Source: an optimization exercise on an open RTL-to-GDS flow (aim: small area, a short achievable clock period and few clock cycles per item). Production flows keep margins and buffers that such runs may drop.
At most, simulation tests tie the RTL to the original design; equivalence was not proved.
No functional check of the RTL was part of runs 1 to 7.
Power figures rest on the tool's default switching activity, not on a simulated workload.

### flow/run.sh
#!/bin/bash
# Standard ORFS layout (the standard.sh), with a larger setup-slack
# target for timing repair and buf_2 cells as the port buffers.
set -euo pipefail
export SETUP_SLACK_MARGIN=6.0
export BUFFER_PORTS_ARGS="-buffer_cell sky130_fd_sc_hd__buf_2"
bash standard.sh > standard.log 2>&1
### standard.sh
#!/bin/bash
# synth_recipe.tcl (not shown) runs the flow's synth.tcl, then flattens the netlist and writes it again
# the make line also repeats each setting of config.mk as NAME=value (left out here)
make -C /OpenROAD-flow-scripts/flow DESIGN_CONFIG=/design/flow/config.mk WORK_HOME=/design/flow/orfs CLKGATE_MAP_FILE= SYNTH_SCRIPT=/design/flow/synth_recipe.tcl "${@:-finish}"
### config.mk
export PLATFORM = sky130hd
export DESIGN_NAME = tone_divisor_search
export DESIGN_NICKNAME = tone_divisor_search
export VERILOG_FILES = /design/flow/design.v
export SDC_FILE = /design/flow/constraint.sdc
export NUM_CORES = 4
export LEC_CHECK = 0
export CAP_MARGIN = 20
export CORE_MARGIN = 2
export CORE_UTILIZATION = 40
export PLACE_DENSITY = 0.6
export SLEW_MARGIN = 20
### constraint.sdc
create_clock -name core_clock -period 10.0 [get_ports {clk}]
set_input_delay 2.0000 -clock core_clock [delete_from_list [all_inputs] [get_ports {clk}]]
set_output_delay 2.0000 -clock core_clock [all_outputs]
set_load 0.01 [all_outputs]
### design.v
module tone_divisor_search (
    input  wire        clk,
    input  wire        rst,       
    input  wire        start,
    input  wire [31:0] hz,        
    output wire        ready,
    output reg         done,
    output wire [7:0]  div,       
    output wire [15:0] cmp,       
    output wire [33:0] err        
);
    localparam [25:0] N = 26'd42000000;
    localparam [1:0] P_DIV = 2'd0, P_RND = 2'd1, P_NEG = 2'd2, P_SHF = 2'd3;
    reg        busy;
    reg [1:0]  ph;
    reg        bigq;      
    reg [4:0]  cnt;       
    reg        nb;        
    reg [31:0] hzr;
    reg [33:0] R;         
    reg [15:0] X;         
    reg [1:0]  K;         
    assign ready = ~busy;
    assign div   = {K == 2'd3, 1'b0, K == 2'd2, 1'b0, K == 2'd1, 1'b0, K == 2'd0, 1'b0};
    assign cmp   = X;
    assign err   = {R[33:1], 1'b0};
    wire acc = start & ~busy;
    wire t10 = |hz[31:10];
    wire t12 = |hz[31:12];
    wire t13 = |hz[31:13];
    wire t14 = |hz[31:14];
    wire t15 = |hz[31:15];
    wire t18 = |hz[31:18];
    wire tiny_in = ~t10 && (hz[9:4] == 6'd0) && (hz[3:0] <= 4'd10);
    wire s8  = t18;
    wire s11 = t15 & ~t18;
    wire s12 = t14 & ~t15;
    wire s13 = t13 & ~t14;
    wire s14 = t12 & ~t13;
    wire s16 = t10 & ~t12;
    wire s22 = ~t10 & ~tiny_in;
    wire [3:0]  t_hi   = 4'd10 - hz[3:0];
    wire [9:0]  t_lo   = 10'd890 + {6'd0, hz[3:0]};
    wire [26:0] r_tiny = {t_hi, 6'd0, t_lo, 7'd0};
    wire [26:0] r_in = ({27{s8}}  & (N >> 8))  | ({27{s11}} & (N >> 11)) |
                       ({27{s12}} & (N >> 12)) | ({27{s13}} & (N >> 13)) |
                       ({27{s14}} & (N >> 14)) | ({27{s16}} & (N >> 16)) |
                       ({27{s22}} & (N >> 22)) | ({27{tiny_in}} & r_tiny);
    wire [4:0]  c_in = ({5{s8}}  & 5'd7)  | ({5{s11}} & 5'd10) | ({5{s12}} & 5'd11) |
                       ({5{s13}} & 5'd12) | ({5{s14}} & 5'd13) | ({5{s16}} & 5'd15) |
                       ({5{s22}} & 5'd21);    
    wire        n_in = |({s8, s11, s12, s13, s14, s16, s22} &
                         {N[7], N[10], N[11], N[12], N[13], N[15], N[21]});
    wire ge641 = (hzr >= 32'd641);
    wire ge161 = (hzr >= 32'd161);
    wire ge41  = (hzr >= 32'd41);
    wire [1:0] k   = {~ge161, (~ge641 & ge161) | ~ge41};
    wire       big = (hzr > 32'd21000000);
    wire       lo25 = (hzr[31:25] == 7'd0);
    wire        dv    = busy & (ph == P_DIV);
    wire        rn    = busy & (ph == P_RND);
    wire        ng    = busy & (ph == P_NEG);
    wire        sh    = busy & (ph == P_SHF);
    wire        bhold = dv & big & (cnt == 5'd0);    
    wire        unsh  = ~busy | ng | bhold;
    wire [25:0] A     = unsh ? {1'b0, R[24:0]} : {R[24:0], dv & nb};
    wire        cin   = dv | (ng & ~bigq);
    wire [26:0] S2    = {1'b0, A[24:0], 1'b1} + {1'b0, ~hzr[24:0], cin};
    wire [24:0] S     = S2[25:1];
    wire        c25   = S2[26];
    wire        cy    = (c25 | A[25]) & lo25;        
    wire        take  = ng | ((dv | rn) & cy & ~bhold);
    wire [24:0] r_lo  = take ? (S ^ {25{ng}}) : A[24:0];
    wire [6:0]  hi7   = hzr[31:25] - {6'd0, c25};
    wire [8:0]  r_hi  = (sh | (rn & ~cy)) ? R[32:24] :
                        ng ? {2'b0, hi7 & {7{bigq}}} :
                        busy ? 9'd0 : R[33:25];
    wire [15:0] x_inc = X + 16'd1;
    wire        x_up  = (rn & cy) | (ng & bigq);
    wire last = (cnt == {2'd0, k, 1'b0});
    wire [1:0] ph_nx = {busy & (ph[1] | ph[0] | bhold),
                        busy & ((dv & ~big & last) | (rn & ~cy) | ng | sh)};
    always @(posedge clk) begin
        if (rst) begin
            busy <= 1'b0;
            done <= 1'b0;
        end else begin
            done <= 1'b0;
            if (!busy) begin
                busy <= acc & ~tiny_in;
                done <= acc & tiny_in;
            end else if ((rn && !cy && k == 2'd0) || (ng && k == 2'd0 && !bigq) ||
                         (sh && cnt == 5'd0)) begin
                busy <= 1'b0;
                done <= 1'b1;
            end
        end
    end
    always @(posedge clk) begin
        ph <= ph_nx;
        if (!busy) begin
            hzr  <= hz;
            cnt  <= c_in;
            nb   <= n_in;
            bigq <= 1'b0;
        end else begin
            K <= k;
            if (bhold) begin
                bigq <= 1'b1;
                cnt  <= 5'd1;
            end else if (dv || sh) begin
                cnt <= cnt - 5'd1;
                nb  <= N[cnt - 5'd1];
            end
        end
        if (acc && tiny_in)
            K <= 2'd3;
        R <= acc ? {7'd0, r_in} : {r_hi, r_lo};
        if (acc)
            X <= {16{tiny_in}};
        else if (dv)
            X <= {X[14:0], cy | bhold};
        else if (x_up)
            X <= x_inc;
    end
endmodule
==> impl_metrics.tcl, run 1 <==
set metrics [dict create \
    overflow 0 \
    numCtsBuffers 9 \
    via_per_inst 5.92 \
    pre_cts_ws_ps 4070 \
    finalInstanceArea_um2 9140 \
    synth-edff-count 56 \
    critPathLaunchType "flip-flop" \
    initial_core_util 0.411 \
    ant_nets 0 \
    root_buffer "clkbuf_16" \
    hold_start "R[33]$_SDFFE_PP0P_" \
    yosys.area.top_type "edfxtp_1" \
    max_freq_mhz 205 \
    clk_pin_slew_ps 70 \
    whs_ps 475 \
    setup_viol 0 \
    p_leak_uw 0.00375 \
    pin_count 95 \
    yosysTopAreaCellShare 0.236 \
    drive_gt1_frac 0.334 \
    core_um2 17400 \
    diodes 0 \
    die-area_um2 18900 \
    yosysUniqueCellTypes 71 \
    status "finished clean" \
    ys_top_cells_by_count "nor2_1 (69), nand2_1 (68), a21oi_1 (61)" \
    worst_slack_ps 5110 \
    ys_ff_latch 95 \
    crit_fanout 8 \
    seq_area_frac_synth 0.345 \
    worst_slew_pin_slew_ps 793 \
    row_count 48 \
    hold_viol_final 0 \
    dpl.hpwl_um 15700 \
    maxUsedRoutingLayer "met4" \
    worst_clock_skew_ps 12.6 \
    clk_latency_ps 360 \
    nets 985 \
    syn_to_final_growth_pct 28.0 \
    dr_total_vias 6755 \
    synth_ff_type "edfxtp_1" \
    cp.required_ps 10080 \
    synthCells 822 \
    grt_max_degree 47 \
    tns_ps 0 \
    met3_wirelength_um 1310 \
    min_path_type "flip-flop to flip-flop" \
    synth.most_common_cell "nor2_1" \
    wl_met1_um 9980 \
    htree_num_levels 3 \
    die_h_um 138 \
    reg2reg_from "hzr[19]$_DFFE_PN_" \
    slew_headroom 0.470 \
    drt_iter0_drc 533 \
    period_share 0.489 \
    syn_area_per_cell_um2 8.69 \
    wl_per_cell_um 20.3 \
    gp_congestion 0.912 \
    grt_pass1_wl_um 34700 \
    port_buffers 89 \
    vdd_drop_max_mv 0.0868 \
    async_flop_share 0 \
    crit_arrival_ps 4960 \
    criticalPathCategory "flip-flop to flip-flop" \
    layout_min_cycle_time_ps 4890 \
    antenna_found_initial 0 \
    stdcell_count 1141 \
    drv_cap 0 \
    grt_pass1_vias 6248 \
    rsz0062_at_grt "yes" \
    detail_route.wirelength_um 23200 \
    cp-end-kind "flip-flop" \
    placed_cell_area_um2 7650 \
    yosys-top-cells-area "edfxtp_1 (24%), dfxtp_1 (11%), ha_1 (6.7%), a21oi_1 (4.3%), buf_4 (4.0%)" \
    syn_area_um2 7140 \
    firstDrtPassIters 6 \
    wl_met2_um 11100 \
    cts_buffer_depth 2 \
    synth_warnings 1 \
    crit_path_start "hzr[19]$_DFFE_PN_" \
    grtUsageTotal 0.242 \
    p_per_area_nw_per_um2 182 \
    dp.cells 1074 \
    remaining_drc_errors 0 \
    finalMaxSlewViolations 0 \
    die_w_um 138 \
    clock-sinks 95 \
    cts_tree "done" \
]
## critical path, stage by stage (launching register included)
cell and delay [ps]:
edfxtp_1 430, nor4_4 410, nand3_2 170, o41ai_4 380, o21ai_2 120, a21oi_4 260
buf_6 170, mux2_4 320, ha_4 220, a21o_1 170, or3_1 310, o211a_1 270
a211oi_2 300, o21ai_2 130, buf_4 150, a22oi_2 190, o21ai_2 110, a221o_2 480
## state kept, by name, summed over array words and instances, names as in the netlist
| register | count |
|---|---|
| nb | 1 |
| X | 16 |
| bigq | 1 |
| cnt | 5 |
| done | 1 |
| hzr | 32 |
| busy | 1 |
| K | 2 |
| R | 34 |
| ph | 2 |
## path summary, 6_finish.rpt
path	cells past startpoint	slack, ps	to
worst max-delay path	17	5110	X[9]$_DFFE_PP_
worst min-delay path	1	470	R[33]$_SDFFE_PP0P_
worst max register to register	17	5110	X[9]$_DFFE_PP_
worst min register to register	1	470	R[33]$_SDFFE_PP0P_
## per-layer routing
layer | up-vias | global-route usage
met4 | 0 | 0.124
met1 | 3266 | 0.319
met3 | 54 | 0.0239
li1 | 3178 | -
met5 | - | 0
met2 | 257 | 0.394
## repair_timing
action / 4_1_cts / 5_1_grt
setup endpoints to repair: 72 / 61
gates resized for setup: 54 / 84
buffers inserted: 32 / 15
pin swaps: 21 / 48
hold endpoints to repair: 0 / 0
hold buffers: 0 / 0
gates cloned: 3 / 1
## report_power, final
part	internal, uW	leakage [uW]	switching (uW)
Sequential	474	0.000890	57.2
Clock	223	0.000158	167
Combinational	343	0.00270	395
Total	1040	0.00375	620
## layout by cell type, fill, tap and decap left out, types with 7 or more instances in the layout
cell / count
ha_4: 20
or3_1: 8
clkbuf_16: 9
a221o_1: 12
a21o_1: 15
inv_1: 48
buf_4: 38
mux2i_1: 12
dfxtp_1: 38
a21oi_2: 8
o21ai_0: 33
nor3_1: 19
a21oi_1: 50
nor4_1: 10
nand3_1: 22
edfxtp_1: 56
nand2_1: 57
buf_6: 10
o31ai_1: 8
xnor2_1: 23
mux2_2: 18
nand4_1: 9
a31oi_1: 8
buf_2: 89
ha_1: 15
nor2_1: 65
xor2_1: 11
nor2b_1: 7
## area by class of cell
class	count	area, um^2
clock buffers	9	225
inverters	50	188
well taps	225	282
fillers	1593	8220
multi-input cells	613	4920
repair buffers	142	951
flip-flops and latches	95	2470
clock inverters	7	101
## through the flow
stage,total power (uW),util
floorplan,994,-
global placement,1110,0.441
CTS,1570,0.495
finish,1660,0.526
global route,1750,0.526
detailed placement,1120,0.441
## cells by family after synthesis
group / share of synthesized area
DFF: 0.345
muxes: 0.0575
other: 0.000525
and+or+nand+nor: 0.182
adders and majority gates: 0.0694
buffers and inverters: 0.0852
AOI/OAI and AO/OA: 0.218
xor gates and xnor gates: 0.0429
==> run 2, diff against run 1 <==
--- a/design.v
+++ b/design.v
@@ -14,2 +14,3 @@
     reg        busy;
+    reg        uq;        
     reg [1:0]  ph;
@@ -63,4 +64,4 @@
     wire        sh    = busy & (ph == P_SHF);
-    wire        bhold = dv & big & (cnt == 5'd0);    
-    wire        unsh  = ~busy | ng | bhold;
+    wire        bstop = dv & big & (cnt == 5'd1);    
+    wire        unsh  = uq;              
     wire [25:0] A     = unsh ? {1'b0, R[24:0]} : {R[24:0], dv & nb};
@@ -71,4 +72,4 @@
     wire        cy    = (c25 | A[25]) & lo25;        
-    wire        take  = ng | ((dv | rn) & cy & ~bhold);
-    wire [24:0] r_lo  = take ? (S ^ {25{ng}}) : A[24:0];
+    wire        take  = ng | ((dv | rn) & cy);
+    wire [24:0] r_lo  = take ? (S ^ {25{ng}}) : acc ? r_in[24:0] : A[24:0];
     wire [6:0]  hi7   = hzr[31:25] - {6'd0, c25};
@@ -76,3 +77,3 @@
                         ng ? {2'b0, hi7 & {7{bigq}}} :
-                        busy ? 9'd0 : R[33:25];
+                        busy ? 9'd0 : acc ? {7'd0, r_in[26:25]} : R[33:25];
     wire [15:0] x_inc = X + 16'd1;
@@ -80,19 +81,12 @@
     wire last = (cnt == {2'd0, k, 1'b0});
-    wire [1:0] ph_nx = {busy & (ph[1] | ph[0] | bhold),
+    wire [1:0] ph_nx = {busy & (ph[1] | ph[0] | bstop),
                         busy & ((dv & ~big & last) | (rn & ~cy) | ng | sh)};
+    wire fin = (rn & ~cy & (k == 2'd0)) | (ng & (k == 2'd0) & ~bigq) |
+               (sh & (cnt == 5'd0));
+    wire busy_nx = ~rst & (busy ? ~fin : (acc & ~tiny_in));
+    wire done_nx = ~rst & (busy ? fin : (acc & tiny_in));
     always @(posedge clk) begin
-        if (rst) begin
-            busy <= 1'b0;
-            done <= 1'b0;
-        end else begin
-            done <= 1'b0;
-            if (!busy) begin
-                busy <= acc & ~tiny_in;
-                done <= acc & tiny_in;
-            end else if ((rn && !cy && k == 2'd0) || (ng && k == 2'd0 && !bigq) ||
-                         (sh && cnt == 5'd0)) begin
-                busy <= 1'b0;
-                done <= 1'b1;
-            end
-        end
+        busy <= busy_nx;
+        done <= done_nx;
+        uq   <= ~busy_nx | (ph_nx == P_NEG);
     end
@@ -107,3 +101,3 @@
             K <= k;
-            if (bhold) begin
+            if (bstop) begin
                 bigq <= 1'b1;
@@ -117,3 +111,3 @@
             K <= 2'd3;
-        R <= acc ? {7'd0, r_in} : {r_hi, r_lo};
+        R <= {r_hi, r_lo};
         if (acc)
@@ -121,3 +115,3 @@
         else if (dv)
-            X <= {X[14:0], cy | bhold};
+            X <= {X[14:0], cy | bstop};
         else if (x_up)
==> impl_metrics.tcl, run 2 <==
set metrics [dict create \
    die_h_um 138 \
    finalInstanceArea_um2 7970 \
    most-common-layout-cells "buf_2 (89), nor2_1 (66), edfxtp_1 (63)" \
    ctsHoldBuffers 0 \
    wl_per_cell_um 19.0 \
    row_count 48 \
    root_buffer "clkbuf_16" \
    drive_gt1_frac 0.201 \
    yosysTopAreaCellShare 0.265 \
    slowest_delay_ps 630 \
    rsz0062_at_grt "yes" \
    crit_slowest_cell "a2111oi_0" \
    finalMaxSlewViolations 0 \
    path_buf_inv 2 \
    setup_viol 0 \
    htree_num_levels 3 \
    tns_ps 0 \
    p_leak_uw 0.00332 \
    drv_cap 0 \
    syn_area_per_cell_um2 8.79 \
    drt_iter0_drc 540 \
    top_regs "R: 34 flops, hzr: 32 flops, X: 16 flops" \
    largest_reg_flops 34 \
    layout_min_cycle_time_ps 3920 \
    worst_clock_skew_ps 14.4 \
    synthCells 812 \
    yosysUniqueCellTypes 68 \
    p_per_area_nw_per_um2 162 \
    detail_route.wirelength_um 20600 \
    nets 931 \
    cp_cell_sequence "buf_2 -> nor4_1 -> nand4_1 -> buf_4 -> nand2b_1 -> a2111oi_0 -> a21oi_1" \
    port_buffers 89 \
    yosys.area.top_type "edfxtp_1" \
    seq_area_frac_synth 0.358 \
    cts_tree "done" \
    overflow 0 \
    worst_slew_pin_slew_ps 894 \
    gp_congestion 0.930 \
    diodes 0 \
    synth.most_common_cell "nor2_1" \
    min_path_type "flip-flop to flip-flop" \
    clk_latency_ps 360 \
    dpl.hpwl_um 15400 \
    status "finished clean" \
    die-area_um2 18900 \
    numCtsBuffers 9 \
    core_um2 17400 \
    crit_arrival_ps 3990 \
    cp-end-kind "flip-flop" \
    clock-sinks 96 \
    grt_pass1_vias 5559 \
    fillers 1704 \
    grt_max_degree 42 \
    grt_pass1_wl_um 31000 \
    antenna_found_initial 0 \
    ant_nets 0 \
    ys_top_cells_by_count "nor2_1 (70), edfxtp_1 (63), a21oi_1 (59)" \
    die_w_um 138 \
    critPathLaunchType "input pin" \
    synth_ff_type "edfxtp_1" \
    pin_count 95 \
    async_flop_share 0 \
    placed_cell_area_um2 7500 \
    yosys-top-cells-area "edfxtp_1 (27%), dfxtp_1 (9.3%), ha_1 (6.8%), buf_4 (4.2%), a21oi_1 (4.1%)" \
    crit_fanout 13 \
    dr_total_vias 6331 \
    synth_warnings 1 \
    initial_core_util 0.411 \
    firstDrtPassIters 5 \
    min_path_cells 2 \
    clk_pin_slew_ps 80 \
    hold_viol_final 0 \
    slew_headroom 0.400 \
    final_common_cell "buf_2" \
    syn_to_final_growth_pct 11.7 \
    remaining_drc_errors 0 \
    top_register "R" \
    crit_family "simple AND/OR/NAND/NOR gates" \
    ys_ff_latch 96 \
    synth-edff-count 63 \
    r2r_cells 10 \
    grtUsageTotal 0.216 \
    cts_buffer_depth 2 \
    via_per_inst 5.83 \
    max_freq_mhz 255 \
    period_share 0.392 \
    syn_area_um2 7140 \
    criticalPathCategory "input pin to flip-flop" \
    cp.depth 7 \
    vdd_drop_max_mv 0.0949 \
    cp.required_ps 10070 \
]
[run 2: changes by cell type in the layout (fill, tap and decap cells not counted), moves of 9 or more]
cell / previous run / this run
a21oi_1: 50 / 59
buf_4: 38 / 7
buf_6: 10 / 1
ha_1: 15 / 39
ha_4: 20 / 0
inv_1: 48 / 57
o211ai_1: 6 / 15
o21ai_0: 33 / 42
[run 2: path summary, 6_finish.rpt]
check	slack, ps	start	endpoint
worst max-delay path	6080	hz[19]	cnt[1]$_DFFE_PP_
worst max register to register	6230	uq$_DFF_P_	X[0]$_DFFE_PP_
worst min register to register	530	bigq$_SDFFE_PN0P_	bigq$_SDFFE_PN0P_
worst min-delay path	530	bigq$_SDFFE_PN0P_	bigq$_SDFFE_PN0P_
[run 2: kinds of logic (layout without fill, tap and decap cells)]
group                      count (synthesis)  count (layout)  share of synthesized area
other                                      1               5                   0.000525
buffers and inverters                    130             175                     0.0905
AOI/OAI and AO/OA                        230             230                      0.219
and+or+nand+nor                          250             250                      0.171
DFF                                       96              96                      0.358
adders and majority gates                 40              40                     0.0712
xor gates and xnor gates                  29              29                     0.0356
muxes                                     36              36                     0.0547
[run 2: through the flow]
stage	util	std cells	hold WS, ps	worst slack, ps	total power, uW
after global placement	0.432	1063	515	4700	929
final	0.459	1086	527	6080	1290
after detailed placement	0.432	1063	514	4560	929
after CTS	0.453	1082	524	5970	1280
after global routing	0.459	1086	574	5980	1360
after floorplan	-	816	472	6010	830
[run 2: layout make-up]
type                    instances  area, um^2  area share
multi-input cells             590        4040       0.507
repair buffers                101         572      0.0717
flip-flops and latches         96        2560       0.321
clock buffers                   9         225      0.0283
inverters                      58         223      0.0279
well taps                     225         282      0.0353
clock inverters                 7        70.1     0.00879
[run 2: where the power goes]
part	internal (uW)	total, uW	switching (uW)
combinational	179	432	254
clock	177	354	177
sequential	466	504	37.8
total	822	1290	468
[run 2: timing repair]
item                                   in CTS  in global routing
endpoints found under the hold margin       0                  0
resized for setup                          11                 21
pin swaps                                   2                  4
setup endpoints to repair                  74                 45
setup buffers                               3                  3
[run 2: worst reg2reg max path: stages (launching register included)]
cell and delay (ps):
dfxtp_1 360, buf_12 200, mux2_2 410, ha_1 380, and3_1 230, a211oi_1 350, o21ai_0 270, or3_1 490
o21ai_1 330, a21oi_1 140, or3_1 360
[run 2: metal layers]
metal | wire [um] | vias to the layer above | share of wire | track usage
met5 | 0 | - | 0 | 0
met3 | 1240 | 27 | 0.060 | 0.0280
li1 | - | 3069 | - | -
met4 | 428 | 0 | 0.021 | 0.0745
met2 | 9100 | 229 | 0.44 | 0.323
met1 | 9830 | 3006 | 0.48 | 0.318
==> run 3, diff against run 2 <==
--- a/flow/run.sh
+++ b/flow/run.sh
@@ -4,3 +4,3 @@
 set -euo pipefail
-export SETUP_SLACK_MARGIN=6.0
+export SETUP_SLACK_MARGIN=6.5
 export BUFFER_PORTS_ARGS="-buffer_cell sky130_fd_sc_hd__buf_2"
==> impl_metrics.tcl, run 3 <==
set metrics [dict create \
    dr_total_vias 6513 \
    most-common-layout-cells "buf_2 (86), edfxtp_1 (63), nor2_1 (62)" \
    synthCells 812 \
    clock-sinks 96 \
    period_share 0.367 \
    hold_viol_final 0 \
    htree_num_levels 3 \
    via_per_inst 5.87 \
    yosys-top-cells-area "edfxtp_1 (27%), dfxtp_1 (9.3%), ha_1 (6.8%), buf_4 (4.2%), a21oi_1 (4.1%)" \
    wl_per_cell_um 19.8 \
    crit_arrival_ps 3950 \
    r2r_cells 10 \
    top_regs "R: 34 flops, hzr: 32 flops, X: 16 flops" \
    p_seq_frac 0.368 \
    critPathLaunchType "input pin" \
    cts_buffer_depth 2 \
    cp-end-kind "flip-flop" \
    overflow 0 \
    status "finished clean" \
    dp.cells 1061 \
    met2_usage 0.351 \
    die_w_um 138 \
    cp.required_ps 10280 \
    synth_warnings 1 \
    cts_tree "done" \
    ys_ff_latch 96 \
    criticalPathCategory "input pin to flip-flop" \
    grt_pass1_wl_um 32700 \
    p_sw_frac 0.359 \
    top_usage_layer "met2" \
    ys_top_cells_by_count "nor2_1 (70), edfxtp_1 (63), a21oi_1 (59)" \
    worst_slew_pin_slew_ps 715 \
    final_common_cell "buf_2" \
    grt_max_degree 42 \
    clockPowerShare 0.279 \
    reg2reg_from "uq$_DFF_P_" \
    pin_count 95 \
    dpl.hpwl_um 15200 \
    grtUsageTotal 0.228 \
    crit_fanout 6 \
    r2r_slack_ps 6560 \
    detail_route.wirelength_um 21900 \
    rsz0062_at_grt "yes" \
    die_h_um 138 \
    min_path_type "flip-flop to flip-flop" \
    initial_core_util 0.411 \
    tns_ps 0 \
    power_frac_comb 0.353 \
    finalMaxSlewViolations 0 \
    clk_latency_ps 360 \
    row_count 48 \
    drv_cap 0 \
    seq_area_frac_synth 0.358 \
    gp_congestion 0.925 \
    use_met3 0.0258 \
    yosys.area.top_type "edfxtp_1" \
    drive_gt1_frac 0.285 \
    yosysUniqueCellTypes 68 \
    nets 954 \
    stdcell_count 1109 \
    syn_area_per_cell_um2 8.79 \
    drt_iter0_drc 654 \
    clk_pin_slew_ps 80 \
    port_buffers 89 \
    numCtsBuffers 9 \
    synth.most_common_cell "nor2_1" \
    ant_nets 0 \
    vdd_drop_max_mv 0.0935 \
    die-area_um2 18900 \
    root_buffer "clkbuf_16" \
    yosysTopAreaCellShare 0.265 \
    p_per_area_nw_per_um2 159 \
    max_freq_mhz 272 \
    slew_headroom 0.522 \
    grt_pass1_vias 5795 \
    setup_viol 0 \
    synth-edff-count 63 \
    syn_area_um2 7140 \
    synth_ff_type "edfxtp_1" \
    p_leak_uw 0.00352 \
    largest_reg_flops 34 \
    top_register "R" \
    use_met1 0.337 \
    crit_path_start "hz[5]" \
    diodes 0 \
    remaining_drc_errors 0 \
    core_um2 17400 \
    layout_min_cycle_time_ps 3670 \
    reg2reg_to "X[0]$_DFFE_PP_" \
    syn_to_final_growth_pct 21.1 \
    worst_clock_skew_ps 8.80 \
    p_int_uw 878 \
    antenna_found_initial 0 \
    crit_path_end "R[14]$_DFF_P_" \
    switchingPower_uw 492 \
    firstDrtPassIters 5 \
    async_flop_share 0 \
]
## run 3: kinds of logic after synthesis
family,Yosys count,share of synthesized area
mux,36,0.0547
compound gates,230,0.219
buf+inv,130,0.0905
other cells,1,0.000525
simple gates,250,0.171
xor+xnor,29,0.0356
flops,96,0.358
fa+ha+maj,40,0.0712
## run 3: what timing repair did
item / in CTS / in global routing
pin swaps: 8 / 25
setup buffers: 17 / 12
hold buffers: 0 / 0
setup endpoints to repair: 79 / 65
gates resized for setup: 42 / 76
gates cloned: 2 / 1
## run 3: cell type report
| cell class | count | area (um^2) |
|---|---|---|
| clock buffer | 9 | 225 |
| timing repair buffer | 123 | 810 |
| tap | 225 | 282 |
| fill | 1645 | 8710 |
| inverter | 58 | 234 |
| multi-input combinational | 591 | 4430 |
| clock inverter | 7 | 95.1 |
| sequential | 96 | 2570 |
## run 3: how the worst min path moves through the flow
stage / endpoint / slack [ps] / start / cells after the start
after global routing: K[0]$_SDFFE_PP1P_ / 560 / K[0]$_SDFFE_PP1P_ / 2
after CTS: bigq$_SDFFE_PN0P_ / 510 / bigq$_SDFFE_PN0P_ / 2
after detailed placement: bigq$_SDFFE_PN0P_ / 510 / bigq$_SDFFE_PN0P_ / 2
after global placement: bigq$_SDFFE_PN0P_ / 520 / bigq$_SDFFE_PN0P_ / 2
after floorplan: bigq$_SDFFE_PN0P_ / 470 / bigq$_SDFFE_PN0P_ / 2
final: bigq$_SDFFE_PN0P_ / 520 / bigq$_SDFFE_PN0P_ / 2
## run 3: power by group through the flow
stage | Clock [uW] | Combinational (uW) | Sequential (uW)
3_3_place_gp | 0 | 416 | 515
2_1_floorplan | 0 | 332 | 503
6_report | 382 | 484 | 504
3_5_place_dp | 0 | 414 | 515
5_1_grt | 402 | 531 | 510
4_1_cts | 386 | 443 | 504
## run 3: metal layers
layer / share of wire / wire [um]
met5: 0 / 0
met4: 0.018 / 394
met3: 0.080 / 1750
met2: 0.45 / 9840
met1: 0.45 / 9970
## run 3: worst max-delay path: stages
cell and delay (ps):
buf_6 90, or4_4 540, a2111oi_4 240, buf_4 190, buf_6 110, nand3_4 110, o221ai_1 320, o21ai_0 150
a31oi_1 200
## run 3: metrics by stage
stage	power (uW)	worst slack, ps	cell area [um^2]	hold slack [ps]	utilization
6_report	1370	6330	8640	521	0.498
5_1_grt	1440	6270	8640	563	0.498
4_1_cts	1330	6430	8230	513	0.474
3_5_place_dp	929	5190	7560	505	0.435
3_3_place_gp	931	5310	7560	523	0.435
2_1_floorplan	835	6280	7280	472	-
==> run 4, diff against run 3 <==
--- a/flow/run.sh
+++ b/flow/run.sh
@@ -4,3 +4,3 @@
 set -euo pipefail
-export SETUP_SLACK_MARGIN=6.5
+export SETUP_SLACK_MARGIN=6.0
 export BUFFER_PORTS_ARGS="-buffer_cell sky130_fd_sc_hd__buf_2"
--- a/config.mk
+++ b/config.mk
@@ -9,4 +9,4 @@
 export CORE_MARGIN = 2
-export CORE_UTILIZATION = 40
-export PLACE_DENSITY = 0.6
+export CORE_UTILIZATION = 60
+export PLACE_DENSITY = 0.75
 export SLEW_MARGIN = 20
==> impl_metrics.tcl, run 4 <==
set metrics [dict create \
    power.total_uw 1300 \
    cts_buffer_depth 2 \
    min_path_type "flip-flop to flip-flop" \
    syn_to_final_growth_pct 10.4 \
    dr_total_vias 6609 \
    layout_min_cycle_time_ps 3970 \
    p_per_area_nw_per_um2 165 \
    via_per_inst 6.55 \
    overflow 0 \
    port_buffers 89 \
    dpl.hpwl_um 14700 \
    status "finished clean" \
    ant_nets 0 \
    met2_usage 0.528 \
    cp.required_ps 10080 \
    hold_end "bigq$_SDFFE_PN0P_" \
    tns_ps 0 \
    synth-edff-count 63 \
    numCtsBuffers 9 \
    async_flop_share 0 \
    drt_iter0_drc 776 \
    core_um2 11500 \
    cp-end-kind "flip-flop" \
    crit_arrival_ps 4050 \
    syn_area_per_cell_um2 8.79 \
    use_met1 0.413 \
    pin_count 95 \
    detail_route.wirelength_um 20200 \
    setup_viol 0 \
    drive_gt1_frac 0.203 \
    die_w_um 113 \
    vdd_drop_max_mv 0.112 \
    clk_pin_slew_ps 70 \
    ys_top_cells_by_count "nor2_1 (70), edfxtp_1 (63), a21oi_1 (59)" \
    criticalPathCategory "input pin to flip-flop" \
    firstDrtPassIters 16 \
    largest_reg_flops 34 \
    top_regs "R: 34 flops, hzr: 32 flops, X: 16 flops" \
    grt_max_degree 42 \
    finalMaxSlewViolations 0 \
    hold_start "bigq$_SDFFE_PN0P_" \
    slew_headroom 0.427 \
    yosysTopAreaCellShare 0.265 \
    yosysUniqueCellTypes 68 \
    reg2reg_to "R[31]$_DFFE_PP_" \
    ctsHoldBuffers 0 \
    row_count 39 \
    hold_viol_final 0 \
    crit_fanout 8 \
    worst_clock_skew_ps 9.67 \
    top_usage_layer "met2" \
    htree_num_levels 3 \
    placed_cell_area_um2 7400 \
    period_share 0.397 \
    root_buffer "clkbuf_16" \
    clk_latency_ps 360 \
    top_register "R" \
    grt_pass1_vias 6259 \
    yosys-top-cells-area "edfxtp_1 (27%), dfxtp_1 (9.3%), ha_1 (6.8%), buf_4 (4.2%), a21oi_1 (4.1%)" \
    min_path_cells 2 \
    critPathLaunchType "input pin" \
    synth_ff_type "edfxtp_1" \
    p_leak_uw 0.00333 \
    r2r_slack_ps 6210 \
    ys_ff_latch 96 \
    gp_congestion 1.00 \
    antenna_found_initial 0 \
    diodes 0 \
    yosys.area.top_type "edfxtp_1" \
    synth_warnings 1 \
    grtUsageTotal 0.320 \
    synth.most_common_cell "nor2_1" \
    nets 936 \
    die_h_um 113 \
    initial_core_util 0.620 \
    rsz0062_at_grt "no" \
    use_met3 0.0536 \
    grt_pass1_wl_um 32000 \
    worst_slew_pin_slew_ps 852 \
    syn_area_um2 7140 \
    reg2reg_from "busy$_DFF_P_" \
    max_freq_mhz 252 \
    synthCells 812 \
    die-area_um2 12800 \
    r2r_cells 17 \
    most-common-layout-cells "buf_2 (89), nor2_1 (68), edfxtp_1 (63)" \
    cts_tree "done" \
    wl_per_cell_um 20.0 \
    whs_ps 524 \
    finalInstanceArea_um2 7880 \
    drv_cap 0 \
    seq_area_frac_synth 0.358 \
    final_common_cell "buf_2" \
    remaining_drc_errors 0 \
    clock-sinks 96 \
]
## run 4: cell count changes in the layout (fill, tap and decap cells not counted), sizes merged
cell / change
clkinvlp: +2
buf: -17
nor2: -1
clkinv: +1
inv: -3
## run 4: logic make-up (layout without fill, tap and decap cells)
kind of cell,after synthesis,count (layout),share of synthesized area
XOR/XNOR,29,29,0.0356
buffers and inverters,130,180,0.0905
AND/OR/NAND/NOR,250,250,0.171
other,1,5,0.000525
AO/OA/AOI/OAI,230,230,0.219
flip-flops,96,96,0.358
multiplexers,36,36,0.0547
adder cells (fa/ha/maj),40,40,0.0712
## run 4: per-stage QoR
stage,worst slack (ps),std cells,utilization
floorplan,6010,816,-
global placement,4720,981,0.643
detailed placement,4490,981,0.643
CTS,6000,1003,0.676
global route,5940,1009,0.684
finish,6030,1009,0.684
## run 4: timing repair
item / CTS / global route
pin swaps: 3 / 3
cloned: 0 / 0
resized for setup: 10 / 15
endpoints found under the setup margin: 74 / 43
setup buffers: 6 / 6
## run 4: critical path, cell delays in order
cell       delay (ps)
buf_2             110
nor4_1            390
nand4_1           270
buf_4             230
buf_4             160
nand2b_1          160
a2111oi_0         640
a21oi_1           100
## run 4: per-layer routing
metal | share of wire | vias up
li1 | - | 3066
met1 | 0.40 | 3136
met2 | 0.48 | 342
met3 | 0.086 | 65
met4 | 0.039 | 0
met5 | 0 | -
## run 4: worst max-delay path by stage
stage / from / end / slack [ps]
2_1_floorplan: ph[1]$_DFF_P_ / R[31]$_DFFE_PP_ / 6010
3_3_place_gp: busy$_DFF_P_ / R[11]$_DFF_P_ / 4720
3_5_place_dp: busy$_DFF_P_ / R[11]$_DFF_P_ / 4490
4_1_cts: hz[15] / R[16]$_DFF_P_ / 6000
5_1_grt: hz[26] / R[11]$_DFF_P_ / 5940
6_report: hz[26] / cnt[1]$_DFFE_PP_ / 6030
## run 4: area by class of cell
class                           count  area [um^2]
Inverter                           58          225
Multi-Input combinational cell    590         4030
Tap cell                          143          179
Clock buffer                        9          225
Sequential cell                    96         2560
Fill cell                         945         3640
Clock inverter                      7         80.1
Timing Repair Buffer              106          584
## run 4: where the power goes
part | internal [uW] | switching [uW] | leakage, uW | total, uW
sequential | 466 | 37.7 | 0.000917 | 504
clock | 197 | 165 | 0.000143 | 362
combinational | 179 | 254 | 0.00227 | 433
total | 842 | 457 | 0.00333 | 1300
==> run 5, diff against run 4 <==
--- a/config.mk
+++ b/config.mk
@@ -9,4 +9,5 @@
 export CORE_MARGIN = 2
-export CORE_UTILIZATION = 60
-export PLACE_DENSITY = 0.75
+export CORE_UTILIZATION = 40
+export CTS_BUF_LIST = sky130_fd_sc_hd__clkbuf_4 sky130_fd_sc_hd__clkbuf_8
+export PLACE_DENSITY = 0.6
 export SLEW_MARGIN = 20
==> impl_metrics.tcl, run 5 <==
set metrics [dict create \
    status "finished clean" \
    tns_ps 0 \
    final_common_cell "buf_2" \
    switchingPower_uw 458 \
    layout_min_cycle_time_ps 3850 \
    cts_tree "done" \
    drt_iter0_drc 522 \
    top_register "R" \
    finalMaxSlewViolations 0 \
    die_h_um 138 \
    root_buffer "clkbuf_8" \
    synth.most_common_cell "nor2_1" \
    initial_core_util 0.411 \
    clock-sinks 96 \
    firstDrtPassIters 5 \
    yosys-top-cells-area "edfxtp_1 (27%), dfxtp_1 (9.3%), ha_1 (6.8%), buf_4 (4.2%), a21oi_1 (4.1%)" \
    r2r_slack_ps 6190 \
    slew_headroom 0.210 \
    p_per_area_nw_per_um2 153 \
    gp_congestion 0.930 \
    yosysTopAreaCellShare 0.265 \
    p_int_uw 743 \
    cts_buffer_depth 2 \
    yosys.area.top_type "edfxtp_1" \
    crit_fanout 13 \
    ctsHoldBuffers 0 \
    p_sw_frac 0.381 \
    rsz0062_at_grt "no" \
    worst_slew_pin_slew_ps 1180 \
    remaining_drc_errors 0 \
    critPathLaunchType "input pin" \
    nets 932 \
    most-common-layout-cells "buf_2 (89), nor2_1 (66), edfxtp_1 (63)" \
    fillers 1706 \
    hold_viol_final 0 \
    overflow 0 \
    dpl.hpwl_um 15400 \
    yosysUniqueCellTypes 68 \
    ys_top_cells_by_count "nor2_1 (70), edfxtp_1 (63), a21oi_1 (59)" \
    top_regs "R: 34 flops, hzr: 32 flops, X: 16 flops" \
    synth_ff_type "edfxtp_1" \
    cp-end-kind "flip-flop" \
    port_buffers 89 \
    ys_ff_latch 96 \
    syn_area_um2 7140 \
    drive_gt1_frac 0.202 \
    final_util 0.453 \
    clockPowerShare 0.221 \
    dr_total_vias 6327 \
    syn_to_final_growth_pct 10.2 \
    pin_count 95 \
    seq_area_um2 2560 \
    async_flop_share 0 \
    p_leak_uw 0.00327 \
    crit_arrival_ps 3960 \
    synthCells 812 \
    drv_cap 0 \
    p_seq_frac 0.419 \
    antenna_found_initial 0 \
    clk_pin_slew_ps 110 \
    multi_input_area_um2 4040 \
    seq_area_frac_synth 0.358 \
    numCtsBuffers 9 \
    htree_num_levels 3 \
    die-area_um2 18900 \
    period_share 0.385 \
    grtUsageTotal 0.216 \
    grt_pass1_wl_um 31000 \
    detail_route.wirelength_um 20600 \
    synth-edff-count 63 \
    synth_warnings 1 \
    grt_max_degree 42 \
    worst_clock_skew_ps 24.0 \
    largest_reg_flops 34 \
    whs_ps 532 \
    wl_per_cell_um 18.9 \
    power_frac_comb 0.360 \
    grt_pass1_vias 5569 \
    vdd_drop_max_mv 0.0643 \
    die_w_um 138 \
    min_path_type "flip-flop to flip-flop" \
    diodes 0 \
    setup_viol 0 \
    max_freq_mhz 260 \
    cp.required_ps 10110 \
    syn_area_per_cell_um2 8.79 \
    core_um2 17400 \
    row_count 48 \
    via_per_inst 5.82 \
    clk_latency_ps 400 \
    ant_nets 0 \
    criticalPathCategory "input pin to flip-flop" \
]
-- run 5: what timing repair did --
| item | CTS | global route |
|---|---|---|
| endpoints found under the setup margin | 74 | 44 |
| buffers inserted | 3 | 5 |
| gates resized for setup | 10 | 21 |
| pin swaps | 2 | 4 |
-- run 5: cell type report --
cell class | instances | share of cell area
timing repair buffer | 102 | 0.0721
multi-input combinational | 590 | 0.514
clock inverter | 7 | 0.00891
clock buffer | 9 | 0.0158
tap | 225 | 0.0358
inverter | 58 | 0.0283
sequential | 96 | 0.326
-- run 5: cells by family (layout without fill, tap and decap cells) --
kind of cell               Yosys count  after routing  share of synthesized area
xor gates and xnor gates            29             29                     0.0356
other                                1              5                   0.000525
buffers and inverters              130            176                     0.0905
DFF                                 96             96                      0.358
AOI/OAI and AO/OA                  230            230                      0.219
adders and majority gates           40             40                     0.0712
and+or+nand+nor                    250            250                      0.171
muxes                               36             36                     0.0547
-- run 5: through the flow --
stage                     power, uW  cells  setup slack (ps)  instance area (um^2)
after detailed placement        929   1063              4560                  7500
after global placement          929   1063              4700                  7500
final                          1200   1087              6150                  7860
after CTS                      1200   1082              5970                  7760
after global routing           1270   1087              6000                  7860
after floorplan                 830    816              6010                  7170
-- run 5: worst paths after layout --
check                     from                end  depth (start not counted)
min          bigq$_SDFFE_PN0P_  bigq$_SDFFE_PN0P_                          2
min reg2reg  bigq$_SDFFE_PN0P_  bigq$_SDFFE_PN0P_                          2
max                     hz[19]   cnt[1]$_DFFE_PP_                          7
max reg2reg         uq$_DFF_P_     X[8]$_DFFE_PP_                          9
-- run 5: per-layer routing --
metal / routed length (um) / vias to the layer above / GRT usage
met1: 9730 / 2986 / 0.316
li1: - / 3069 / -
met2: 9120 / 241 / 0.324
met3: 1290 / 31 / 0.0291
met4: 439 / 0 / 0.0762
met5: 0 / - / 0
-- run 5: critical path, cell delays in order --
cell       delay, ps
buf_2            110
nor4_1           410
nand4_1          260
buf_4            270
nand2b_1         170
a2111oi_0        630
a21oi_1          110
-- run 5: power by group through the flow --
stage	logic, uW	registers (uW)	clock network, uW
floorplan	327	503	0
finish	432	503	265
detailed placement	415	514	0
global route	474	508	286
CTS	420	504	272
global placement	416	513	0
==> run 6, diff against run 5 <==
--- a/design.v
+++ b/design.v
@@ -58,3 +58,2 @@
     wire [1:0] k   = {~ge161, (~ge641 & ge161) | ~ge41};
-    wire       big = (hzr > 32'd21000000);
     wire       lo25 = (hzr[31:25] == 7'd0);
@@ -64,3 +63,4 @@
     wire        sh    = busy & (ph == P_SHF);
-    wire        bstop = dv & big & (cnt == 5'd1);    
+    wire        x0    = (X == 16'd0);
+    wire        bstop = dv & (cnt == 5'd1) & x0 & ~cy;    
     wire        unsh  = uq;              
@@ -82,3 +82,3 @@
     wire [1:0] ph_nx = {busy & (ph[1] | ph[0] | bstop),
-                        busy & ((dv & ~big & last) | (rn & ~cy) | ng | sh)};
+                        busy & ((dv & last) | (rn & ~cy) | ng | sh)};
     wire fin = (rn & ~cy & (k == 2'd0)) | (ng & (k == 2'd0) & ~bigq) |
@@ -115,3 +115,3 @@
         else if (dv)
-            X <= {X[14:0], cy | bstop};
+            X <= {X[14:0], cy | (cnt == 5'd1 && x0)};
         else if (x_up)
--- a/config.mk
+++ b/config.mk
@@ -10,3 +10,2 @@
 export CORE_UTILIZATION = 40
-export CTS_BUF_LIST = sky130_fd_sc_hd__clkbuf_4 sky130_fd_sc_hd__clkbuf_8
 export PLACE_DENSITY = 0.6
==> impl_metrics.tcl, run 6 <==
set metrics [dict create \
    cp_cell_sequence "buf_2 -> or4_1 -> nor3_2 -> o21ai_1 -> nand3b_1 -> buf_4 -> o32ai_1 -> mux2_4" \
    min_path_type "flip-flop to flip-flop" \
    slowest_delay_ps 540 \
    slew_headroom 0.315 \
    synthCells 827 \
    clock-sinks 96 \
    ys_top_cells_by_count "nand2_1 (68), a21oi_1 (66), nor2_1 (65)" \
    rsz0062_at_grt "yes" \
    via_per_inst 5.70 \
    seq_area_frac_synth 0.347 \
    clk_pin_slew_ps 70 \
    remaining_drc_errors 0 \
    final_common_cell "buf_2" \
    crit_arrival_ps 4170 \
    top_regs "R: 34 flops, hzr: 32 flops, X: 16 flops" \
    core_um2 18000 \
    status "finished clean" \
    yosysTopAreaCellShare 0.257 \
    hold_viol_final 0 \
    synth_ff_type "edfxtp_1" \
    most-common-layout-cells "buf_2 (89), a21oi_1 (66), nand2_1 (66)" \
    max_freq_mhz 254 \
    die_w_um 140 \
    yosysUniqueCellTypes 94 \
    largest_reg_flops 34 \
    ys_ff_latch 96 \
    p_leak_uw 0.00343 \
    clk_latency_ps 360 \
    setup_viol 0 \
    pin_count 95 \
    root_buffer "clkbuf_16" \
    top_register "R" \
    numCtsBuffers 9 \
    firstDrtPassIters 5 \
    gp_congestion 0.901 \
    detail_route.wirelength_um 21000 \
    synth-edff-count 63 \
    worst_slew_pin_slew_ps 1030 \
    period_share 0.393 \
    dpl.hpwl_um 15400 \
    row_count 49 \
    drive_gt1_frac 0.208 \
    critPathLaunchType "input pin" \
    antenna_found_initial 0 \
    finalMaxSlewViolations 0 \
    nets 945 \
    port_buffers 89 \
    htree_num_levels 3 \
    crit_fanout 5 \
    synth.most_common_cell "nand2_1" \
    worst_clock_skew_ps 11.1 \
    grtUsageTotal 0.210 \
    tns_ps 0 \
    ant_nets 0 \
    die_h_um 140 \
    vdd_drop_max_mv 0.121 \
    ctsHoldBuffers 0 \
    cp.required_ps 10240 \
    crit_slowest_cell "or4_1" \
    p_per_area_nw_per_um2 175 \
    grt_pass1_vias 5970 \
    syn_to_final_growth_pct 10.3 \
    wl_per_cell_um 19.1 \
    cp-end-kind "flip-flop" \
    layout_min_cycle_time_ps 3930 \
    syn_area_per_cell_um2 8.91 \
    drv_cap 0 \
    yosys-top-cells-area "edfxtp_1 (26%), dfxtp_1 (9.0%), ha_1 (6.8%), a21oi_1 (4.5%), buf_4 (4.0%)" \
    cts_tree "done" \
    cts_buffer_depth 2 \
    diodes 0 \
    criticalPathCategory "input pin to flip-flop" \
    dr_total_vias 6286 \
    async_flop_share 0 \
    initial_core_util 0.409 \
    drt_iter0_drc 456 \
    grt_pass1_wl_um 32600 \
    overflow 0 \
    syn_area_um2 7370 \
    fillers 1854 \
    final_util 0.451 \
    yosys.area.top_type "edfxtp_1" \
    synth_warnings 1 \
    grt_max_degree 43 \
    die-area_um2 19500 \
]
==> run 6: cell types whose count changed after synthesis, moves of 6 or more <==
cell,before,now
a21oi_1,59,66
a31oi_1,6,13
buf_6,0,6
clkbuf_1,26,17
nand2_1,53,68
nand3_1,28,18
nor3_1,24,31
o211ai_1,15,7
o21ai_0,46,40
o22ai_1,7,1
==> run 6: power breakdown <==
part,internal (uW),total (uW),switching (uW)
sequential,473,518,44.4
clock,232,391,159
combinational,216,514,297
total,922,1420,501
==> run 6: cell families after synthesis <==
logic type,count (synthesis),share of synthesized area
other cells,1,0.000509
buf+inv,128,0.0926
mux,40,0.0593
flops,96,0.347
fa+ha+maj,41,0.0707
xor+xnor,35,0.0426
simple gates,262,0.182
compound gates,224,0.206
==> run 6: final timing paths <==
| check | endpoint | slack [ps] | from | cells past startpoint |
|---|---|---|---|---|
| worst max-delay path | R[25]$_DFFE_PP_ | 6070 | hz[7] | 8 |
| worst min-delay path | K[0]$_SDFFE_PP1P_ | 550 | K[0]$_SDFFE_PP1P_ | 2 |
| worst max register to register | R[31]$_DFFE_PP_ | 6230 | busy$_DFF_P_ | 18 |
| worst min register to register | K[0]$_SDFFE_PP1P_ | 550 | K[0]$_SDFFE_PP1P_ | 2 |
==> run 6: final cells by class <==
cell class | instances | area, um^2 | share of cell area
Multi-Input combinational cell | 608 | 4220 | 0.519
Sequential cell | 96 | 2560 | 0.315
Timing Repair Buffer | 98 | 517 | 0.0636
Tap cell | 229 | 287 | 0.0353
Clock buffer | 11 | 253 | 0.0311
Inverter | 56 | 210 | 0.0259
Clock inverter | 5 | 78.8 | 0.00971
==> run 6: routing by layer <==
metal	global-route usage	up-vias	routed length [um]
met3	0.0482	34	1460
li1	-	3087	-
met1	0.300	2938	10000
met5	0	-	0
met2	0.316	227	9100
met4	0.0653	0	415
==> run 6: critical path, delay by kind of cell <==
kind                   cells  cell delay (ps)
AOI/OAI and AO/OA          2              490
and+or+nand+nor            3             1150
muxes                      1              190
buffers and inverters      2              330
==> run 6: stage by stage <==
step                      total power [uW]  setup slack, ps  instance area, um^2  hold WS (ps)  std cells
final                                 1420             6070                 8120           545       1103
after global routing                  1510             5960                 8120           589       1103
after CTS                             1420             5950                 8050           549       1098
after detailed placement              1030             5120                 7690           539       1082
after global placement                1030             5200                 7690           535       1082
after floorplan                        923             6110                 7380           496        831
==> run 6: what timing repair did <==
action,in CTS,in global routing
setup endpoints to repair,75,48
gates resized for setup,11,10
buffers inserted,0,4
gates cloned,0,1
pin swaps,0,3
==> run 7, diff against run 6 <==
--- a/design.v
+++ b/design.v
@@ -34,3 +34,2 @@
     wire t18 = |hz[31:18];
-    wire tiny_in = ~t10 && (hz[9:4] == 6'd0) && (hz[3:0] <= 4'd10);
     wire s8  = t18;
@@ -41,6 +40,3 @@
     wire s16 = t10 & ~t12;
-    wire s22 = ~t10 & ~tiny_in;
-    wire [3:0]  t_hi   = 4'd10 - hz[3:0];
-    wire [9:0]  t_lo   = 10'd890 + {6'd0, hz[3:0]};
-    wire [26:0] r_tiny = {t_hi, 6'd0, t_lo, 7'd0};
+    wire s22 = ~t10;
     wire [26:0] r_in = ({27{s8}}  & (N >> 8))  | ({27{s11}} & (N >> 11)) |
@@ -48,3 +44,3 @@
                        ({27{s14}} & (N >> 14)) | ({27{s16}} & (N >> 16)) |
-                       ({27{s22}} & (N >> 22)) | ({27{tiny_in}} & r_tiny);
+                       ({27{s22}} & (N >> 22));
     wire [4:0]  c_in = ({5{s8}}  & 5'd7)  | ({5{s11}} & 5'd10) | ({5{s12}} & 5'd11) |
@@ -59,2 +55,6 @@
     wire       lo25 = (hzr[31:25] == 7'd0);
+    wire        tiny   = (hzr[31:4] == 28'd0) && (hzr[3:0] <= 4'd10);
+    wire [3:0]  t_hi   = 4'd10 - hzr[3:0];
+    wire [9:0]  t_lo   = 10'd890 + {6'd0, hzr[3:0]};
+    wire [26:0] r_tiny = {t_hi, 6'd0, t_lo, 7'd0};
     wire        dv    = busy & (ph == P_DIV);
@@ -72,4 +72,6 @@
     wire        cy    = (c25 | A[25]) & lo25;        
-    wire        take  = ng | ((dv | rn) & cy);
-    wire [24:0] r_lo  = take ? (S ^ {25{ng}}) : acc ? r_in[24:0] : A[24:0];
+    wire        take  = ng | (((dv & ~tiny) | rn) & cy);
+    wire        tdv   = dv & tiny;
+    wire [24:0] r_lo  = take ? (S ^ {25{ng}}) : acc ? r_in[24:0] :
+                        tdv ? r_tiny[24:0] : A[24:0];
     wire [6:0]  hi7   = hzr[31:25] - {6'd0, c25};
@@ -77,2 +79,3 @@
                         ng ? {2'b0, hi7 & {7{bigq}}} :
+                        tdv ? {7'd0, r_tiny[26:25]} :
                         busy ? 9'd0 : acc ? {7'd0, r_in[26:25]} : R[33:25];
@@ -83,6 +86,6 @@
                         busy & ((dv & last) | (rn & ~cy) | ng | sh)};
-    wire fin = (rn & ~cy & (k == 2'd0)) | (ng & (k == 2'd0) & ~bigq) |
+    wire fin = tdv | (rn & ~cy & (k == 2'd0)) | (ng & (k == 2'd0) & ~bigq) |
                (sh & (cnt == 5'd0));
-    wire busy_nx = ~rst & (busy ? ~fin : (acc & ~tiny_in));
-    wire done_nx = ~rst & (busy ? fin : (acc & tiny_in));
+    wire busy_nx = ~rst & (busy ? ~fin : acc);
+    wire done_nx = ~rst & busy & fin;
     always @(posedge clk) begin
@@ -109,7 +112,7 @@
         end
-        if (acc && tiny_in)
-            K <= 2'd3;
         R <= {r_hi, r_lo};
         if (acc)
-            X <= {16{tiny_in}};
+            X <= 16'd0;
+        else if (tdv)
+            X <= 16'hFFFF;
         else if (dv)
==> impl_metrics.tcl, run 7 <==
set metrics [dict create \
    synth-edff-count 49 \
    port_buffers 89 \
    clock-sinks 96 \
    cp_cell_sequence "clkinvlp_4 -> buf_12 -> nor3_4 -> nand2_1 -> nor2_2 -> a21oi_1 -> fa_2 -> and2b_2 -> o2111ai_4 -> a31oi_4 -> a31oi_4 -> o311ai_4 -> nand2_2 -> o21ai_2 -> ha_2 -> ha_4 -> inv_1 -> or3_1 -> xor2_1 -> o21ai_0" \
    die-area_um2 18800 \
    seq_area_um2 2420 \
    synthCells 802 \
    nets 937 \
    rsz0062_at_grt "yes" \
    syn_area_um2 7110 \
    most-common-layout-cells "buf_2 (89), nand2_1 (66), nor2_1 (59)" \
    detail_route.wirelength_um 21000 \
    clk_pin_slew_ps 70 \
    crit_top_cell "a31oi_4" \
    syn_to_final_growth_pct 13.5 \
    setup_viol 0 \
    slowest_delay_ps 390 \
    crit_fanout 3 \
    largest_reg_flops 34 \
    drt_iter0_drc 641 \
    min_path_type "flip-flop to flip-flop" \
    remaining_drc_errors 0 \
    ys_top_cells_by_count "nand2_1 (67), nor2_1 (60), a21oi_1 (57)" \
    p_leak_uw 0.00345 \
    grt_pass1_wl_um 32100 \
    gp_congestion 0.888 \
    crit_slowest_cell "fa_2" \
    wl_per_cell_um 19.3 \
    dpl.hpwl_um 14800 \
    ant_nets 0 \
    pin_count 95 \
    synth_warnings 1 \
    cp-end-kind "flip-flop" \
    critPathLaunchType "flip-flop" \
    die_h_um 137 \
    status "finished clean" \
    crit_arrival_ps 4010 \
    overflow 0 \
    criticalPathCategory "flip-flop to flip-flop" \
    p_per_area_nw_per_um2 160 \
    hold_viol_final 0 \
    drv_cap 0 \
    grt_pass1_vias 5850 \
    fillers 1676 \
    diodes 0 \
    final_common_cell "buf_2" \
    top_register "R" \
    antenna_found_initial 0 \
    cts_tree "done" \
    period_share 0.392 \
    grtUsageTotal 0.225 \
    yosys-top-cells-area "edfxtp_1 (21%), dfxtp_1 (13%), ha_1 (7.4%), buf_4 (4.1%), a21oi_1 (4.0%)" \
    layout_min_cycle_time_ps 3920 \
    yosysTopAreaCellShare 0.207 \
    synth_ff_type "edfxtp_1" \
    yosys.area.top_type "edfxtp_1" \
    max_freq_mhz 255 \
    synth.most_common_cell "nand2_1" \
    tns_ps 0 \
    top_regs "R: 34 flops, hzr: 32 flops, X: 16 flops" \
    htree_num_levels 3 \
    drive_gt1_frac 0.234 \
    multi_input_area_um2 4210 \
    row_count 48 \
    yosysUniqueCellTypes 81 \
    firstDrtPassIters 5 \
    die_w_um 137 \
    worst_clock_skew_ps 9.37 \
    syn_area_per_cell_um2 8.86 \
    pre_cts_ws_ps 4880 \
    worst_slew_pin_slew_ps 955 \
    vdd_drop_max_mv 0.0942 \
    seq_area_frac_synth 0.339 \
    worst_slack_ps 6080 \
    clk_latency_ps 370 \
    numCtsBuffers 9 \
    via_per_inst 5.79 \
    async_flop_share 0 \
    root_buffer "clkbuf_16" \
    cts_buffer_depth 2 \
    grt_max_degree 31 \
    finalMaxSlewViolations 0 \
    core_um2 17400 \
    dr_total_vias 6309 \
    cp.required_ps 10090 \
    ys_ff_latch 96 \
    power.total_uw 1290 \
    initial_core_util 0.409 \
    slew_headroom 0.362 \
]
==> run 7: changes by cell type after synthesis, sizes merged, moves of 10 or more <==
cell | previous run | this run
nor3 | 33 | 22
edfxtp | 63 | 49
a21oi | 70 | 58
dfxtp | 33 | 47
nand3 | 19 | 29
==> run 7: final cells by class <==
class,count,area share
multi-input cells,589,0.522
flip-flops and latches,96,0.299
repair buffers,112,0.0833
well taps,225,0.0349
clock buffers,9,0.0279
inverters,51,0.0242
clock inverters,7,0.00868
==> run 7: power by group <==
part / internal [uW] / switching [uW]
logic: 191 / 254
clock network: 194 / 164
registers: 451 / 34.2
==> run 7: repair_timing <==
item / 4_1_cts / 5_1_grt
setup endpoints to repair: 63 / 39
resized for setup: 10 / 14
buffers inserted: 13 / 4
hold buffers: 0 / 0
pin swaps: 10 / 7
cloned: 2 / 0
endpoints found under the hold margin: 0 / 0
==> run 7: final timing paths <==
kind                           start                  to  slack (ps)  cells after the start
hold reg to reg   X[15]$_SDFFE_PP0P_  X[15]$_SDFFE_PP0P_         520                      2
hold / removal    X[15]$_SDFFE_PP0P_  X[15]$_SDFFE_PP0P_         520                      2
setup reg to reg        busy$_DFF_P_     R[29]$_DFFE_PP_        6080                     20
setup / recovery        busy$_DFF_P_     R[29]$_DFFE_PP_        6080                     20
==> run 7: stage by stage <==
step           instances  utilization  hold WS [ps]  instance area, um^2
5_1_grt             1089        0.465           563                 8070
2_1_floorplan        806            -           469                 7180
6_report            1089        0.465           524                 8070
4_1_cts             1085        0.460           528                 7980
3_3_place_gp        1054        0.431           506                 7490
3_5_place_dp        1054        0.431           516                 7490
==> run 7: per-layer routing <==
metal | track usage | routed length (um) | vias up
met5 | 0 | 0 | -
met4 | 0.114 | 707 | 0
met3 | 0.0338 | 1420 | 41
met2 | 0.341 | 9420 | 266
met1 | 0.312 | 9460 | 2954
li1 | - | - | 3048
==> run 7: cell families (layout without fill, tap and decap cells) <==
kind of cell | count (synthesis) | count (layout) | share of synthesized area
and+or+nand+nor | 248 | 248 | 0.174
xor gates and xnor gates | 33 | 33 | 0.0407
buffers and inverters | 122 | 179 | 0.0880
AOI/OAI and AO/OA | 223 | 224 | 0.226
adders and majority gates | 43 | 43 | 0.0768
other | 1 | 5 | 0.000528
muxes | 36 | 36 | 0.0549
DFF | 96 | 96 | 0.339
==> run 7: critical path: cells and delay by family (launching register included) <==
| family | cells | cell delay [ps] |
|---|---|---|
| AO/OA/AOI/OAI | 7 | 1150 |
| AND/OR/NAND/NOR | 6 | 980 |
| adder cells (fa/ha/maj) | 3 | 750 |
| flip-flops | 1 | 360 |
| buffers and inverters | 3 | 280 |
| XOR/XNOR | 1 | 130 |
==> run 8, diff against run 7 <==
--- a/design.v
+++ b/design.v
@@ -15,2 +15,5 @@
     reg        uq;        
+    reg        cq;        
+    reg        tq;        
+    reg        nq;        
     reg [1:0]  ph;
@@ -55,2 +58,3 @@
     wire       lo25 = (hzr[31:25] == 7'd0);
+    wire [6:0] hm1  = hzr[31:25] - 7'd1;
     wire        tiny   = (hzr[31:4] == 28'd0) && (hzr[3:0] <= 4'd10);
@@ -65,14 +69,12 @@
     wire        bstop = dv & (cnt == 5'd1) & x0 & ~cy;    
-    wire        unsh  = uq;              
-    wire [25:0] A     = unsh ? {1'b0, R[24:0]} : {R[24:0], dv & nb};
-    wire        cin   = dv | (ng & ~bigq);
-    wire [26:0] S2    = {1'b0, A[24:0], 1'b1} + {1'b0, ~hzr[24:0], cin};
+    wire [25:0] A     = uq ? {1'b0, R[24:0]} : {R[24:0], nb};
+    wire [26:0] S2    = {1'b0, A[24:0], 1'b1} + {1'b0, ~hzr[24:0], cq};
     wire [24:0] S     = S2[25:1];
     wire        c25   = S2[26];
-    wire        cy    = (c25 | A[25]) & lo25;        
-    wire        take  = ng | (((dv & ~tiny) | rn) & cy);
+    wire        cy    = (c25 | A[25]) & lo25 & ~tiny;   
+    wire        take  = nq | (tq & cy);
     wire        tdv   = dv & tiny;
-    wire [24:0] r_lo  = take ? (S ^ {25{ng}}) : acc ? r_in[24:0] :
+    wire [24:0] r_lo  = take ? (S ^ {25{nq}}) : acc ? r_in[24:0] :
                         tdv ? r_tiny[24:0] : A[24:0];
-    wire [6:0]  hi7   = hzr[31:25] - {6'd0, c25};
+    wire [6:0]  hi7   = c25 ? hm1 : hzr[31:25];
     wire [8:0]  r_hi  = (sh | (rn & ~cy)) ? R[32:24] :
@@ -90,2 +92,3 @@
     wire done_nx = ~rst & busy & fin;
+    wire bigq_nx = busy & (bigq | bstop);
     always @(posedge clk) begin
@@ -94,2 +97,5 @@
         uq   <= ~busy_nx | (ph_nx == P_NEG);
+        cq   <= busy_nx & ((ph_nx == P_DIV) | ((ph_nx == P_NEG) & ~bigq_nx));
+        tq   <= busy_nx & ((ph_nx == P_DIV) | (ph_nx == P_RND));
+        nq   <= busy_nx & (ph_nx == P_NEG);
     end
@@ -101,13 +107,11 @@
             nb   <= n_in;
-            bigq <= 1'b0;
         end else begin
             K <= k;
-            if (bstop) begin
-                bigq <= 1'b1;
-                cnt  <= 5'd1;
-            end else if (dv || sh) begin
+            nb <= dv & ~last & N[cnt - 5'd1];
+            if (bstop)
+                cnt <= 5'd1;
+            else if (dv || sh)
                 cnt <= cnt - 5'd1;
-                nb  <= N[cnt - 5'd1];
-            end
         end
+        bigq <= bigq_nx;
         R <= {r_hi, r_lo};
==> impl_metrics.tcl, run 8 <==
set metrics [dict create \
    cp-end-kind "flip-flop" \
    yosysTopAreaCellShare 0.200 \
    antenna_found_initial 0 \
    die_h_um 138 \
    diodes 0 \
    cp.depth 13 \
    syn_area_um2 7200 \
    hold_viol_final 0 \
    dp.cells 1085 \
    drt_iter0_drc 652 \
    gp_congestion 0.918 \
    synth_warnings 1 \
    dpl.hpwl_um 15200 \
    met2_usage 0.329 \
    period_share 0.384 \
    status "finished clean" \
    top_regs "R: 34 flops, hzr: 32 flops, X: 16 flops" \
    overflow 0 \
    final_util 0.446 \
    grtUsageTotal 0.207 \
    most-common-layout-cells "buf_2 (89), nor2_1 (57), a21oi_1 (57)" \
    path_buf_inv 3 \
    max_freq_mhz 260 \
    worst_clock_skew_ps 9.87 \
    top_usage_layer "met2" \
    ctsHoldBuffers 0 \
    rsz0062_at_grt "yes" \
    htree_num_levels 3 \
    synthCells 827 \
    min_path_cells 2 \
    ant_nets 0 \
    layout_min_cycle_time_ps 3840 \
    tns_ps 0 \
    grt_pass1_wl_um 31800 \
    cp.required_ps 10290 \
    hold_end "bigq$_DFF_P_" \
    seq_area_frac_synth 0.342 \
    cts_buffer_depth 2 \
    clk_latency_ps 360 \
    finalMaxSlewViolations 0 \
    reg2reg_to "R[0]$_DFF_P_" \
    via_per_inst 5.77 \
    nets 945 \
    initial_core_util 0.404 \
    final_common_cell "buf_2" \
    setup_viol 0 \
    min_path_type "flip-flop to flip-flop" \
    critPathLaunchType "flip-flop" \
    detail_route.wirelength_um 20200 \
    core_um2 17800 \
    numCtsBuffers 9 \
    drv_cap 0 \
    reg2reg_from "uq$_DFF_P_" \
    criticalPathCategory "flip-flop to flip-flop" \
    ys_top_cells_by_count "a21oi_1 (58), nor2_1 (57), inv_1 (52)" \
    yosysUniqueCellTypes 71 \
    use_met3 0.0398 \
    wl_per_cell_um 18.3 \
    synth.most_common_cell "a21oi_1" \
    clk_pin_slew_ps 80 \
    r2r_slack_ps 6160 \
    slew_headroom 0.367 \
    drive_gt1_frac 0.191 \
    pin_count 95 \
    power.total_uw 1210 \
    p_leak_uw 0.00331 \
    r2r_cells 13 \
    synth-edff-count 48 \
    grt_max_degree 43 \
    clock-sinks 99 \
    row_count 49 \
    yosys-top-cells-area "edfxtp_1 (20%), dfxtp_1 (14%), ha_1 (7.0%), mux2_2 (4.7%), buf_4 (4.2%)" \
    cp_cell_sequence "buf_6 -> mux2_2 -> ha_1 -> nor2b_1 -> o31a_1 -> o31a_1 -> o211ai_1 -> buf_4 -> a211oi_2 -> o21ai_2 -> buf_4 -> mux2_2 -> o21ai_0" \
    largest_reg_flops 34 \
    root_buffer "clkbuf_16" \
    syn_area_per_cell_um2 8.71 \
    vdd_drop_max_mv 0.0852 \
    dr_total_vias 6364 \
    die-area_um2 19100 \
    use_met1 0.286 \
    crit_slowest_cell "o211ai_1" \
    crit_family "compound AO/OA/AOI/OAI gates" \
    grt_pass1_vias 5961 \
    cts_tree "done" \
    remaining_drc_errors 0 \
    slowest_delay_ps 400 \
    die_w_um 138 \
    top_register "R" \
    yosys.area.top_type "edfxtp_1" \
    crit_arrival_ps 4140 \
    worst_slew_pin_slew_ps 945 \
    stdcell_count 1103 \
    synth_ff_type "dfxtp_1" \
    firstDrtPassIters 5 \
    hold_start "bigq$_DFF_P_" \
    async_flop_share 0 \
    ys_ff_latch 99 \
    crit_fanout 26 \
    p_per_area_nw_per_um2 152 \
    port_buffers 89 \
    syn_to_final_growth_pct 10.6 \
]
==> run 8: cell count changes after synthesis, moves of 6 or more <==
cell,before,now
a221oi_1,8,1
mux2_2,24,30
nor3_1,20,37
nand2_1,67,50
a2111oi_0,1,7
nand3_1,27,18
==> run 8: worst reg2reg max path: cells and delay by family (launching register included) <==
kind / cells / cell delay, ps
AOI/OAI and AO/OA: 6 / 1360
adders and majority gates: 1 / 330
buffers and inverters: 3 / 820
DFF: 1 / 330
muxes: 2 / 770
and+or+nand+nor: 1 / 160
==> run 8: layout make-up <==
| class | instances | area [um^2] |
|---|---|---|
| clock buffer | 9 | 225 |
| clock inverter | 7 | 81.3 |
| fill | 1785 | 9880 |
| inverter | 53 | 199 |
| multi-input combinational | 605 | 4170 |
| sequential | 99 | 2460 |
| tap | 229 | 287 |
| timing repair buffer | 101 | 539 |
==> run 8: timing repair <==
item | CTS | global route
pin swaps | 1 | 0
resized for setup | 0 | 10
endpoints found under the setup margin | 23 | 37
buffers inserted | 2 | 0
==> run 8: logic make-up after synthesis <==
logic type,after synthesis,share of synthesized area
AND/OR/NAND/NOR,251,0.176
AO/OA/AOI/OAI,232,0.217
buffers and inverters,127,0.0879
flip-flops,99,0.342
multiplexers,43,0.0650
adder cells (fa/ha/maj),41,0.0723
XOR/XNOR,33,0.0401
other,1,0.000521
==> run 8: how the worst max path moves through the flow <==
| stage | from | to |
|---|---|---|
| after floorplan | uq$_DFF_P_ | R[24]$_DFF_P_ |
| after global placement | uq$_DFF_P_ | R[8]$_DFF_P_ |
| after detailed placement | uq$_DFF_P_ | X[0]$_SDFFE_PP0P_ |
| after CTS | uq$_DFF_P_ | R[1]$_DFF_P_ |
| after global routing | uq$_DFF_P_ | R[8]$_DFF_P_ |
| final | uq$_DFF_P_ | R[0]$_DFF_P_ |
==> run 8: routing by layer <==
layer / part of all wire / up-vias
met4: 0.021 / 0
li1: - / 3114
met1: 0.46 / 2993
met3: 0.064 / 24
met5: 0 / -
met2: 0.46 / 233
==> run 8: report_power, final <==
group | internal [uW] | total (uW) | leakage [uW] | switching, uW
clock | 199 | 372 | 0.000149 | 174
sequential | 460 | 494 | 0.000910 | 34.3
combinational | 145 | 347 | 0.00225 | 202
==> run 8: per-stage QoR <==
stage | area (um^2) | setup slack, ps | hold slack [ps]
after global placement | 7600 | 5960 | 520
after CTS | 7930 | 5940 | 534
after detailed placement | 7600 | 5810 | 523
final | 7960 | 6160 | 533
after global routing | 7960 | 5980 | 555
after floorplan | 7220 | 6130 | 463
Testbench counts of run 8, summed over its fixed seeds: cycles 19,890, items 1,280.

==> afterwards: timing with drivers on the ports <==
The results above use ideal ports. As a check the final layouts listed here were re-extracted and re-timed, cells and wires unchanged. Step 1, drivers: a clkbuf_16 drives clk and a buf_2 each remaining input, both assumed. Step 2, shift: input delay + t, output delay - t, t = (earliest + latest rising clock arrival at the registers) / 2. This alone moves slack from input paths to output paths. Three values: no drivers, after step 1, after step 2; two values: the first two.
run	t, ns	slack for setup (ns)
run 1	0.400	5.114 / 5.114 / 5.114
run 2	0.396	6.081 / 6.101 / 5.705
run 3	0.400	6.330 / 6.338 / 5.939
run 4	0.398	6.027 / 6.049 / 5.651
run 5	0.428	6.150 / 6.168 / 5.739
run 6	0.401	6.066 / 6.088 / 5.687
run 7	0.402	6.084 / 6.084 / 5.929
run 8	0.405	6.157 / 6.157 / 5.915
After both steps setup and hold are still met in every run listed.
